From an optimization exercise on the open Yosys and OpenROAD flow, aimed at small area and a short achievable clock period; shortcuts taken in it are not production practice. The RTL was checked by simulation tests, not by an equivalence proof against the original design. Power and IR drop assume default switching activity.

Setup of build 16:
## midi_framer
module midi_framer (
    input  wire       clk,
    input  wire       rst,           
    input  wire       in_valid,
    input  wire [7:0] in_byte,
    input  wire       step_en,       
    input  wire       desync_req,    
    output wire       msg_valid,
    output wire [7:0] msg_status,
    output wire [7:0] msg_d1,
    output wire [7:0] msg_d2,
    output wire [1:0] msg_len
);
Size in the first run: about 1100 cells after synthesis, roughly 560 flip-flops, ~40 I/O pins.
clock: 7.0 ns
lec_check: 0
cap_margin: 20
core_margin: 2
core_utilization: 65
cts_cluster_diameter: 80
cts_cluster_size: 25
place_density: 0.8
setup_slack_margin: 4.6
slew_margin: 20
run.sh (not shown) runs the stock make flow with config.mk's settings and CLKGATE_MAP_FILE= SYNTH_SCRIPT=/design/flow/synth_recipe.tcl, a recipe that flattens the netlist after the stock synthesis.
Inputs modified between build 16 and build 80:
# build 16
export LEC_CHECK = 0
export CAP_MARGIN = 20
export CORE_MARGIN = 2
export CORE_UTILIZATION = 65
export CTS_CLUSTER_DIAMETER = 80
export CTS_CLUSTER_SIZE = 25
export PLACE_DENSITY = 0.8
export SETUP_SLACK_MARGIN = 4.6
export SLEW_MARGIN = 20
create_clock -name core_clock -period 7.0 [get_ports {clk}]
# build 80
export LEC_CHECK = 0
export CAP_MARGIN = 20
export CORE_MARGIN = 2
export CORE_UTILIZATION = 50
export CTS_CLUSTER_DIAMETER = 80
export CTS_CLUSTER_SIZE = 25
export PLACE_DENSITY = 0.7
export SETUP_SLACK_MARGIN = 4.6
export SLEW_MARGIN = 20
create_clock -name core_clock -period 7.0 [get_ports {clk}]
--- outcome ---
Clock network area share (higher): build 80
[build 80] standard-cell row count rose 14% relative to build 16
Endpoint of the worst setup timing path: u_ring.front_r[5] -> build 16, msg_d1[5] -> build 80
Compared to build 16, build 80 has total global routing track utilization 6.5 points lower.
There was hardly any difference in part of the cycle the worst path needs between build 80 and build 16.
No run among build 80 and build 16 stopped early or left any final violation; all are clean.
### build 80 -> build 4
# build 80
export LEC_CHECK = 0
export CAP_MARGIN = 20
export CORE_MARGIN = 2
export CORE_UTILIZATION = 50
export CTS_CLUSTER_DIAMETER = 80
export CTS_CLUSTER_SIZE = 25
export PLACE_DENSITY = 0.7
export SETUP_SLACK_MARGIN = 4.6
export SLEW_MARGIN = 20
create_clock -name core_clock -period 7.0 [get_ports {clk}]
# build 4
export LEC_CHECK = 0
export CAP_MARGIN = 20
export CORE_MARGIN = 2
export CORE_UTILIZATION = 50
export CTS_CLUSTER_DIAMETER = 70
export CTS_CLUSTER_SIZE = 30
export PLACE_DENSITY = 0.7
export SETUP_SLACK_MARGIN = 4.6
export SLEW_MARGIN = 20
create_clock -name core_clock -period 7.0 [get_ports {clk}]
==> notes.md <==
Summary of build 4 over build 80: sequential share of layout area went down, part of the power in the clock network went up, worst path setup slack after routing went down, global-route wire length before repair went up. Total setup buffers inserted after CTS (build 4 over build 80): decrease, 1. Compared with build 80, post-layout instance area in build 4 increased slightly.
diff inputs: build 4 => build 77
# build 4
export LEC_CHECK = 0
export CAP_MARGIN = 20
export CORE_MARGIN = 2
export CORE_UTILIZATION = 50
export CTS_CLUSTER_DIAMETER = 70
export CTS_CLUSTER_SIZE = 30
export PLACE_DENSITY = 0.7
export SETUP_SLACK_MARGIN = 4.6
export SLEW_MARGIN = 20
create_clock -name core_clock -period 7.0 [get_ports {clk}]
# build 77
export LEC_CHECK = 0
export CAP_MARGIN = 20
export CORE_MARGIN = 2
export CORE_UTILIZATION = 45
export CTS_CLUSTER_DIAMETER = 80
export CTS_CLUSTER_SIZE = 25
export PLACE_DENSITY = 0.65
export SETUP_SLACK_MARGIN = 4.6
export SLEW_MARGIN = 20
create_clock -name core_clock -period 7.0 [get_ports {clk}]
### Flow results
Build 77 against build 4: data required time at the worst endpoint shows no meaningful change, fraction of synthesis flops using an asynchronous set or reset pin stayed essentially flat. Hold slack up 6.8 ps in build 77 wrt build 4. Build 77 finished end to end and its layout was clean on timing, DRC and antenna. Changes observed in build 77 relative to build 4: setup slack went up; sum of net half-perimeters after detailed placement dropped about 0.46%; final area shrank by 0.34%. Build 4 vs build 77, launching element of the worst setup path: u_parser.d1_q[5] vs u_parser.d2_q[3].

==> port drivers added, routing unchanged <==
Ports are ideal in the flow. The routed layouts listed here were re-timed in OpenROAD.
Step 1 sets driving cells, clkbuf_16 on the clock port and buf_2 on the other inputs (assumed; they add their load-dependent delay and slew).
Step 2, shift: input delay + t, output delay - t, t = (earliest + latest rising clock arrival at the registers) / 2. This alone moves slack from input paths to output paths.
Slacks: ideal ports / drivers / drivers and shift; pairs: ideal ports / drivers.
| run | t (ns) | setup WS [ns] | worst register clock-pin slew, ns | pins driven straight from the clock port |
|---|---|---|---|---|
| build 16 | 0.615 | 4.556 / 4.537 / 4.107 | 0.10 / 0.10 | 1 |
| build 80 | 0.633 | 4.556 / 4.505 / 4.026 | 0.10 / 0.10 | 1 |
| build 4 | 0.654 | 4.553 / 4.497 / 4.024 | 0.11 / 0.11 | 1 |
| build 77 | 0.636 | 4.581 / 4.524 / 4.050 | 0.10 / 0.10 | 1 |
After both steps setup and hold are still met in every run listed. The setup slack of build 77, which loses most, moves by -0.057 ns with the drivers and by -0.531 ns with both steps.
